What follows belongs to an exercise in optimizing a design on an open flow for small area, a short achievable clock period and few clock cycles; a production flow would make more cautious choices. Where RTL was checked, it was by simulation tests only, not by an equivalence proof against the original. Power is estimated from default activity; no workload was simulated.

willow:
## xcpu
module xcpu (
    input  logic        clk,
    input  logic        rst,         
    input  logic        start,
    output logic        busy,
    output logic        mem_req,
    output logic        mem_we,
    output logic [7:0]  mem_addr,
    output logic [31:0] mem_wdata,
    input  logic        mem_ready,
    input  logic [31:0] mem_rdata,
    output logic        out_valid,
    output logic [31:0] out_data,
    input  logic        out_ready,
    input  logic [3:0]  dbg_sel,
    output logic [31:0] dbg_data,
    output logic [7:0]  flags
);
    localparam int BPC = 2;
    localparam logic [3:0] XP = 4'd8, IP = 4'd9, SP = 4'd10, RP = 4'd11,
                           EXP = 4'd12, EIP = 4'd13;
    localparam logic [4:0] OP_HALT = 5'd0,  OP_INT   = 5'd1,  OP_NOOP = 5'd2,
                           OP_SET  = 5'd3,  OP_LOAD  = 5'd4,  OP_STORE = 5'd5,
                           OP_MOVE = 5'd6,  OP_PUSH  = 5'd7,  OP_POP   = 5'd8,
                           OP_INC  = 5'd9,  OP_DEC   = 5'd10, OP_CSTR  = 5'd11,
                           OP_TEST = 5'd12, OP_JUMP  = 5'd13, OP_JZ    = 5'd14,
                           OP_JNZ  = 5'd15, OP_JE    = 5'd16, OP_JNE   = 5'd17,
                           OP_CALL = 5'd18, OP_RET   = 5'd19, OP_SETTRAP = 5'd20,
                           OP_RAISE = 5'd21, OP_RESUME = 5'd22;
    typedef enum logic [3:0] {
        S_IDLE,    
  ...
For scale: ~3700 cells after synthesis, ~580 flip-flops, about 160 I/O pins, roughly 36000 um^2 of cells after synthesis.
export LEC_CHECK = 0
export CAP_MARGIN = 30
export CORE_MARGIN = 2
export CORE_UTILIZATION = 35
export PLACE_DENSITY = 0.5
export SETUP_SLACK_MARGIN = 4
export SLEW_MARGIN = 30
create_clock -name core_clock -period 10.0 [get_ports {clk}]
standard.sh (not shown) runs the stock make flow with config.mk's settings and CLKGATE_MAP_FILE= SYNTH_SCRIPT=/design/flow/synth_recipe.tcl, a recipe that flattens the netlist after the stock synthesis.
==> flow/flow/run.sh <==
#!/bin/bash
# The standard layout (standard.sh), with two changes to how it builds:
# the port buffers are buf_1 cells, and the clock tree uses clkbuf_8/16
# cells in clusters of up to 20 sinks, without dummy loads.
set -euo pipefail
export BUFFER_PORTS_ARGS="-buffer_cell sky130_fd_sc_hd__buf_1"
export CTS_ARGS="-sink_clustering_enable -repair_clock_nets -buf_list {sky130_fd_sc_hd__clkbuf_8 sky130_fd_sc_hd__clkbuf_16} -sink_clustering_size 20 -sink_clustering_max_diameter 60 -dont_use_dummy_load"
bash standard.sh > make_flow.log 2>&1
Testbench counts of willow, summed over its fixed seeds: cycles 36,233.
Relative to willow, the following input files were edited for amber:
--- a/flow/design.v
+++ b/flow/design.v
@@ -142,28 +142,24 @@
     pmode_t      pmode;
     logic [39:0] prr;
     logic        psign;        
     localparam int CW = (BPC == 1) ? 5 : (BPC == 2) ? 4 : (BPC == 4) ? 3 : 2;
     logic [CW-1:0] pcnt;
     logic [3:0]  pdig;
     logic r0_lt8, r0_lt16;
     assign r0_lt8  = (rda[31:8] == 24'd0) || (rda[31:8] == 24'hFF_FFFF && rda[7:0] != 8'd0);
     assign r0_lt16 = (rda[31:16] == 16'd0) || (rda[31:16] == 16'hFFFF && rda[15:0] != 16'd0);
     logic p_free;              
     assign p_free = (pmode == P_IDLE) || (pmode == P_CHAR && out_ready) ||
                     (pmode == P_EMIT && !psign && pdig == 4'd0 && out_ready);
-    logic p_ld, p_ld_chr;
-    assign p_ld     = p_free && ((state == S_OP1 && op == OP_INT) || state == S_SVCW ||
-                                 (state == S_PSTR && dvalid && mem_ready));
-    assign p_ld_chr = (state == S_OP1) ? mem_rdata[0] : (state == S_SVCW) ? intid[0] : 1'b1;
     logic [39:0] dd_step [BPC+1];
     always_comb begin
         dd_step[0] = prr;
         for (int s = 0; s < BPC; s++) begin
             logic [39:0] adj;
             for (int d = 0; d < 10; d++)
                 adj[4*d +: 4] = ((7'(pcnt) * 7'(BPC) + 7'(s + 4) >= 7'(4 * d)) && dd_step[s][4*d +: 4] >= 4'd5)
                                 ? dd_step[s][4*d +: 4] + 4'd3 : dd_step[s][4*d +: 4];
             dd_step[s+1] = {adj[38:0], adj[39]};
         end
     end
     logic [3:0] msd;           
@@ -557,28 +553,32 @@
                     pmode <= P_EMIT;
                 end
                 P_EMIT: begin
                     if (psign) begin
                         if (out_ready) psign <= 1'b0;
                     end else if (out_ready) begin
                         if (pdig == 4'd0) pmode <= P_IDLE;
                         else              pdig  <= pdig - 4'd1;
                     end
                 end
                 default: ;
             endcase
-            if (p_ld) begin
-                if (p_ld_chr)     prr <= {wb, 8'd0};
-                else if (r0_lt8)  prr <= {wb[7:0], 32'd0};
-                else if (r0_lt16) prr <= {wb[15:0], 24'd0};
-                else              prr <= {wb, 8'd0};
-            end
             if (pj_chr) begin
                 pmode <= P_CHAR;
+                prr   <= {wb, 8'd0};
             end else if (pj_int) begin
                 pmode <= P_CONV;
                 psign <= rda[31];
-                pcnt  <= r0_lt8 ? CW'(24 / BPC) : r0_lt16 ? CW'(16 / BPC) : '0;
+                if (r0_lt8) begin
+                    prr  <= {wb[7:0], 32'd0};
+                    pcnt <= CW'(24 / BPC);
+                end else if (r0_lt16) begin
+                    prr  <= {wb[15:0], 24'd0};
+                    pcnt <= CW'(16 / BPC);
+                end else begin
+                    prr  <= {wb, 8'd0};
+                    pcnt <= '0;
+                end
             end
         end
     end
 endmodule
Findings:
In amber the arrival time of data at the critical path endpoint turned out 0.05 ns lower than in willow. Per the comparison of amber with willow, area after synthesis shows a reduction of 280 um^2; internal power consumption lower. amber ends up with higher number of cells on the critical path than willow does. Going from willow to amber, synthesized cell count has decreased; maximum frequency saw an increase; share of synthesized area occupied by flip-flops and latches now sits higher. Compared with willow, amber ends up with a smaller final cell area. Instance area after placement delta for amber relative to willow: 1.3% lower. Note that the total power recorded for willow amounts to 1.09 times the value seen in amber. Re overall via count from detail_route: willow and amber aren't equal, and the lower value belongs to amber.
Testbench counts of amber, summed over its fixed seeds: cycles 36,233.

---

Another version of the RTL of xcpu (not shown whole).
Size: ~580 flip-flops, about 160 I/O pins.
clock: 10.0 ns
lec_check: 0
cap_margin: 30
core_margin: 2
core_utilization: 35
place_density: 0.5
setup_slack_margin: 4
slew_margin: 30
==> flow/flow/run.sh <==
#!/bin/bash
# The standard layout (standard.sh), with two changes to how it builds:
# the port buffers are buf_1 cells, and the clock tree uses clkbuf_4/8
# cells without dummy loads.
set -euo pipefail
export BUFFER_PORTS_ARGS="-buffer_cell sky130_fd_sc_hd__buf_1"
export CTS_ARGS="-sink_clustering_enable -repair_clock_nets -buf_list {sky130_fd_sc_hd__clkbuf_4 sky130_fd_sc_hd__clkbuf_8} -dont_use_dummy_load"
bash standard.sh > make_flow.log 2>&1
Testbench counts at the start, summed over its fixed seeds: cycles 35,918.
Rerun with:
--- a/flow/design.v
+++ b/flow/design.v
@@ -13,13 +13,13 @@
     output logic [31:0] out_data,
     input  logic        out_ready,
     input  logic [3:0]  dbg_sel,
     output logic [31:0] dbg_data,
     output logic [7:0]  flags
 );
-    localparam int BPC = 4;
+    localparam int BPC = 2;
     localparam logic [3:0] XP = 4'd8, IP = 4'd9, SP = 4'd10, RP = 4'd11,
                            EXP = 4'd12, EIP = 4'd13;
     localparam logic [4:0] OP_HALT = 5'd0,  OP_INT   = 5'd1,  OP_NOOP = 5'd2,
                            OP_SET  = 5'd3,  OP_LOAD  = 5'd4,  OP_STORE = 5'd5,
                            OP_MOVE = 5'd6,  OP_PUSH  = 5'd7,  OP_POP   = 5'd8,
                            OP_INC  = 5'd9,  OP_DEC   = 5'd10, OP_CSTR  = 5'd11,
@@ -129,12 +129,15 @@
     pmode_t      pmode;
     logic [39:0] prr;
     logic        psign;        
     localparam int CW = (BPC == 1) ? 5 : (BPC == 2) ? 4 : (BPC == 4) ? 3 : 2;
     logic [CW-1:0] pcnt;
     logic [3:0]  pdig;
+    logic r0_lt8, r0_lt16;
+    assign r0_lt8  = (rda[31:8] == 24'd0) || (rda[31:8] == 24'hFF_FFFF && rda[7:0] != 8'd0);
+    assign r0_lt16 = (rda[31:16] == 16'd0) || (rda[31:16] == 16'hFFFF && rda[15:0] != 16'd0);
     logic p_free;              
     assign p_free = (pmode == P_IDLE) || (pmode == P_CHAR && out_ready) ||
                     (pmode == P_EMIT && !psign && pdig == 4'd0 && out_ready);
     logic [39:0] dd_step [BPC+1];
     always_comb begin
         dd_step[0] = prr;
@@ -402,12 +405,25 @@
         if (set_exc && state != S_OPC) begin
             eip_ip = 1'b1;
             xp_src = X_EXP;
             nstate = S_OPC;
         end
         if (run_init) xp_src = X_ZERO;
+        gw       = (exec && pkind != K_TEST && ra != IP) ||
+                   (state == S_OP2 && xp_valid && mem_ready && op == OP_SET && ra != IP) ||
+                   (state == S_DMEM && d_valid && mem_ready &&
+                    (op == OP_LOAD || op == OP_POP) && ra != IP);
+        intid_ld = state == S_OP1 && xp_valid && mem_ready && op == OP_INT;
+        exp_set  = state == S_OP1 && xp_valid && mem_ready && op == OP_SETTRAP;
+        rp_call  = state == S_OP1 && xp_valid && mem_ready && op == OP_CALL;
+        ip_we    = state == S_OPC && (mem_ready || !xp_valid);
+        op_ld    = state == S_OPC && mem_ready;
+        ra_ld    = state == S_OP1 && mem_ready;
+        rb_ld    = state == S_OP2 && mem_ready;
+        sptr_ld  = state == S_OP1 && op == OP_INT;
+        sptr_inc = state == S_PSTR && dvalid && mem_ready && p_free;
     end
     logic [31:0] wbz;          
     assign wbz = rst ? 32'd0 : wb;
     logic [31:0] xp_d;
     always_comb begin
         case (xp_src)
@@ -469,22 +485,23 @@
                 f_less    <= t_lt;
             end
             if (pend_set)      pend <= 1'b1;
             else if (pend_clr) pend <= 1'b0;
         end
     end
-    logic [3:0] ra_n, rb_n;
-    logic [1:0] pk_n;
     always_comb begin
-        ra_n = ra_ld ? mem_rdata[3:0] : ra_sp ? SP : ra;
-        rb_n = rb_ld ? mem_rdata[3:0] : rb;
-        pk_n = pend_set ? pkind_n : pkind;
-        case (nstate)
-            S_OPC, S_EXEC: ia_n = (pk_n == K_MOVE || pk_n == K_TEST) ? rb_n : ra_n;
-            S_OP1, S_SVCW: ia_n = 4'd0;
-            default:       ia_n = ra_n;
+        case (state)
+            S_OP1, S_OP2, S_DMEM: ia_n = ia_q;    
+            S_TMP:   ia_n = rb;
+            default: ia_n = 4'd0;
+        endcase
+        if (mem_ready || (state == S_DMEM && !d_valid)) case (state)
+            S_OP1:   ia_n = (op == OP_INT) ? 4'd0 : mem_rdata[3:0];
+            S_OP2:   ia_n = (ld_st || (op == OP_TEST && ra == XP)) ? ra : mem_rdata[3:0];
+            S_DMEM:  ia_n = SP;
+            default: ;
         endcase
     end
     always_ff @(posedge clk) begin
         idle <= rst || nstate == S_IDLE;
         ia_q <= ia_n;
         tmp <= rda;
@@ -535,13 +552,21 @@
             endcase
             if (pj_chr) begin
                 pmode <= P_CHAR;
                 prr   <= {wb, 8'd0};
             end else if (pj_int) begin
                 pmode <= P_CONV;
-                prr   <= {wb, 8'd0};
                 psign <= rda[31];
-                pcnt  <= '0;
+                if (r0_lt8) begin
+                    prr  <= {wb[7:0], 32'd0};
+                    pcnt <= CW'(24 / BPC);
+                end else if (r0_lt16) begin
+                    prr  <= {wb[15:0], 24'd0};
+                    pcnt <= CW'(16 / BPC);
+                end else begin
+                    prr  <= {wb, 8'd0};
+                    pcnt <= '0;
+                end
             end
         end
     end
 endmodule
Effect: The changed run passed the timing, DRC and antenna checks; setup slack gets worse by 34 ps; clock power stays flat; power went down by 5.2%; clock skew rises by 31 ps; worst hold slack gets worse by 20 ps.
Testbench counts after the change, summed over its fixed seeds: cycles 36,233.

---

xcpu, a different RTL version from the one above (not shown whole).
Size in the first run: ~3700 cells after synthesis, about 580 flip-flops.
## xcpu
module xcpu (
    input  logic        clk,
    input  logic        rst,         
    input  logic        start,
    output logic        busy,
    output logic        mem_req,
    output logic        mem_we,
    output logic [7:0]  mem_addr,
    output logic [31:0] mem_wdata,
    input  logic        mem_ready,
    input  logic [31:0] mem_rdata,
    output logic        out_valid,
    output logic [31:0] out_data,
    input  logic        out_ready,
    input  logic [3:0]  dbg_sel,
    output logic [31:0] dbg_data,
    output logic [7:0]  flags
);
==> flow/config.mk <==
export PLATFORM = sky130hd
export DESIGN_NAME = xcpu
export DESIGN_NICKNAME = xcpu
export VERILOG_FILES = /design/flow/design.v
export SDC_FILE = /design/flow/constraint.sdc
export NUM_CORES = 4
export LEC_CHECK = 0
export CAP_MARGIN = 30
export CORE_MARGIN = 2
export CORE_UTILIZATION = 35
export PLACE_DENSITY = 0.5
export SETUP_SLACK_MARGIN = 4
export SLEW_MARGIN = 30
==> flow/constraint.sdc <==
create_clock -name core_clock -period 10.0 [get_ports {clk}]
set_input_delay 2.0000 -clock core_clock [delete_from_list [all_inputs] [get_ports {clk}]]
set_output_delay 2.0000 -clock core_clock [all_outputs]
set_load 0.01 [all_outputs]
Scripts as last shown in full above: flow/flow/run.sh
Rerun with:
--- a/flow/design.v
+++ b/flow/design.v
@@ -7,25 +7,25 @@
     output logic        mem_we,
     output logic [7:0]  mem_addr,
     output logic [31:0] mem_wdata,
     input  logic        mem_ready,
     input  logic [31:0] mem_rdata,
     output logic        out_valid,
     output logic [31:0] out_data,
     input  logic        out_ready,
     input  logic [3:0]  dbg_sel,
     output logic [31:0] dbg_data,
     output logic [7:0]  flags
 );
-    localparam int BPC = 4;
+    localparam int BPC = 2;
     localparam logic [3:0] XP = 4'd8, IP = 4'd9, SP = 4'd10, RP = 4'd11,
                            EXP = 4'd12, EIP = 4'd13;
     localparam logic [4:0] OP_HALT = 5'd0,  OP_INT   = 5'd1,  OP_NOOP = 5'd2,
                            OP_SET  = 5'd3,  OP_LOAD  = 5'd4,  OP_STORE = 5'd5,
                            OP_MOVE = 5'd6,  OP_PUSH  = 5'd7,  OP_POP   = 5'd8,
                            OP_INC  = 5'd9,  OP_DEC   = 5'd10, OP_CSTR  = 5'd11,
                            OP_TEST = 5'd12, OP_JUMP  = 5'd13, OP_JZ    = 5'd14,
                            OP_JNZ  = 5'd15, OP_JE    = 5'd16, OP_JNE   = 5'd17,
                            OP_CALL = 5'd18, OP_RET   = 5'd19, OP_SETTRAP = 5'd20,
                            OP_RAISE = 5'd21, OP_RESUME = 5'd22;
     typedef enum logic [3:0] {
         S_IDLE,    
@@ -120,37 +120,37 @@
                    (op == OP_POP) || (op == OP_INC) || (op == OP_DEC);
     logic hold;
     assign hold = pend && (pkind != K_TEST) && (ra >= RP) &&
                   (!xp_valid || !rop_known ||
                    (rop == OP_RET) || (rop == OP_RAISE) || (rop == OP_RESUME));
     logic ld_st, d_valid;
     assign ld_st   = (op == OP_LOAD) || (op == OP_STORE);
     assign d_valid = ld_st ? dvalid : (op == OP_POP) ? sp1_valid : sp_valid;
     typedef enum logic [2:0] { P_IDLE, P_CHAR, P_CONV, P_SKIP, P_EMIT } pmode_t;
     pmode_t      pmode;
     logic [39:0] prr;
     logic        psign;        
-    localparam int CW = $clog2(32 / BPC);
+    localparam int CW = (BPC == 1) ? 5 : (BPC == 2) ? 4 : (BPC == 4) ? 3 : 2;
     logic [CW-1:0] pcnt;
     logic [3:0]  pdig;
     logic p_free;              
     assign p_free = (pmode == P_IDLE) || (pmode == P_CHAR && out_ready) ||
                     (pmode == P_EMIT && !psign && pdig == 4'd0 && out_ready);
     logic [39:0] dd_step [BPC+1];
     always_comb begin
         dd_step[0] = prr;
         for (int s = 0; s < BPC; s++) begin
             logic [39:0] adj;
             for (int d = 0; d < 10; d++)
-                adj[4*d +: 4] = ((int'(pcnt) * BPC + s >= 4 * d - 4) && dd_step[s][4*d +: 4] >= 4'd5)
+                adj[4*d +: 4] = ((7'(pcnt) * 7'(BPC) + 7'(s + 4) >= 7'(4 * d)) && dd_step[s][4*d +: 4] >= 4'd5)
                                 ? dd_step[s][4*d +: 4] + 4'd3 : dd_step[s][4*d +: 4];
             dd_step[s+1] = {adj[38:0], adj[39]};
         end
     end
     logic [3:0] msd;           
     always_comb begin
         msd = 4'd0;
         for (int d = 1; d < 10; d++)
             if (prr[4*d +: 4] != 4'd0) msd = 4'(d);
     end
     logic [3:0] cur_digit;
     assign cur_digit = prr[4*pdig +: 4];
@@ -463,34 +463,35 @@
             if (set_exc)  f_exc  <= 1'b1;
             if (set_inv)  f_invaddr <= 1'b1;
             if (exec && pkind == K_TEST) begin
                 f_zero    <= (tmp == 32'd0);
                 f_equal   <= t_eq;
                 f_greater <= !t_lt && !t_eq;
                 f_less    <= t_lt;
             end
             if (pend_set)      pend <= 1'b1;
             else if (pend_clr) pend <= 1'b0;
         end
     end
-    logic [3:0] ra_n, rb_n;
-    logic [1:0] pk_n;
     always_comb begin
-        ra_n = ra_ld ? mem_rdata[3:0] : ra_sp ? SP : ra;
-        rb_n = rb_ld ? mem_rdata[3:0] : rb;
-        pk_n = pend_set ? pkind_n : pkind;
-        case (nstate)
-            S_OPC, S_EXEC: ia_n = (pk_n == K_MOVE || pk_n == K_TEST) ? rb_n : ra_n;
-            S_OP1, S_SVCW: ia_n = 4'd0;
-            default:       ia_n = ra_n;
+        case (state)
+            S_OP1, S_OP2, S_DMEM: ia_n = ia_q;    
+            S_TMP:   ia_n = rb;
+            default: ia_n = 4'd0;
+        endcase
+        if (mem_ready || (state == S_DMEM && !d_valid)) case (state)
+            S_OP1:   ia_n = (op == OP_INT) ? 4'd0 : mem_rdata[3:0];
+            S_OP2:   ia_n = (ld_st || (op == OP_TEST && ra == XP)) ? ra : mem_rdata[3:0];
+            S_DMEM:  ia_n = SP;
+            default: ;
         endcase
     end
     always_ff @(posedge clk) begin
         idle <= rst || nstate == S_IDLE;
         ia_q <= ia_n;
         tmp <= rda;
         if (op_ld) op <= rop;
         if (ra_ld) ra <= mem_rdata[3:0];
         if (ra_sp) ra <= SP;
         if (rb_ld) begin
             daddr  <= mem_rdata[7:0];
             dvalid <= rd_hi0;
@@ -529,19 +530,27 @@
                     end else if (out_ready) begin
                         if (pdig == 4'd0) pmode <= P_IDLE;
                         else              pdig  <= pdig - 4'd1;
                     end
                 end
                 default: ;
             endcase
             if (pj_chr) begin
                 pmode <= P_CHAR;
                 prr   <= {wb, 8'd0};
             end else if (pj_int) begin
                 pmode <= P_CONV;
-                prr   <= {wb, 8'd0};
                 psign <= rda[31];
-                pcnt  <= '0;
+                if (wb[31:8] == 24'd0) begin
+                    prr  <= {wb[7:0], 32'd0};
+                    pcnt <= CW'(24 / BPC);
+                end else if (wb[31:16] == 16'd0) begin
+                    prr  <= {wb[15:0], 24'd0};
+                    pcnt <= CW'(16 / BPC);
+                end else begin
+                    prr  <= {wb, 8'd0};
+                    pcnt <= '0;
+                end
             end
         end
     end
 endmodule
- clock skew fell by 0.098 ns
- core utilization rose by 2.3 points
- power rose by 7.7%
- non-clock buffer count rose by 166
- final area rose by 3.3%
- via count rose by 3.3%
- setup slack degrades by 0.17 ns
- count of clock-buffer cells in the layout fell by 2
- register-to-register slack degrades by 0.54 ns
- routed wire length rose by 8.9%
- sequential power rose by about 2%
- hold slack degrades by 0.0074 ns
Function was not checked in any run of this note: the RTL went through the layout flow alone.

afterwards: timing with drivers on the ports:
How much do the figures lean on ideal ports? The routed layouts below were timed once more, with nothing changed but the port constraints. Step 1: set_driving_cell puts a clkbuf_16 on clk and a buf_2 on each other input, an assumption about the parent block. Step 2 also shifts input and output timing later by t, the mid clock arrival at the registers, as if the neighbouring blocks saw the same clock. Three values: ideal, step 1, step 2; two values: the first two.
run | t (ns) | setup WS [ns] | hold slack, ns | worst setup path at the end | slew at the worst register clock pin (ns)
willow | 0.698 | 3.919 / 3.829 / 3.442 | 0.483 / 0.483 / 0.483 | input to register | 0.08 / 0.08
amber | 0.732 | 3.969 / 3.941 / 3.351 | 0.489 / 0.489 / 0.489 | input to register | 0.09 / 0.09
the first run of note 2 | 0.796 | 3.942 / 3.773 / 3.157 | 0.484 / 0.484 / 0.484 | input to register | 0.07 / 0.07
the second run of note 2 | 0.783 | 3.908 / 3.759 / 3.014 | 0.464 / 0.464 / 0.464 | input to register | 0.07 / 0.07
the first run of note 3 | 0.779 | 3.904 / 3.762 / 3.263 | 0.467 / 0.467 / 0.467 | input to register | 0.06 / 0.06
the second run of note 3 | 0.797 | 3.735 / 3.663 / 2.865 | 0.460 / 0.460 / 0.460 | input to register | 0.06 / 0.06
After both steps every run listed still meets setup and hold. For the second run of note 2, which loses most, drivers alone change the setup slack by -0.149 ns; drivers and shift together by -0.894 ns.
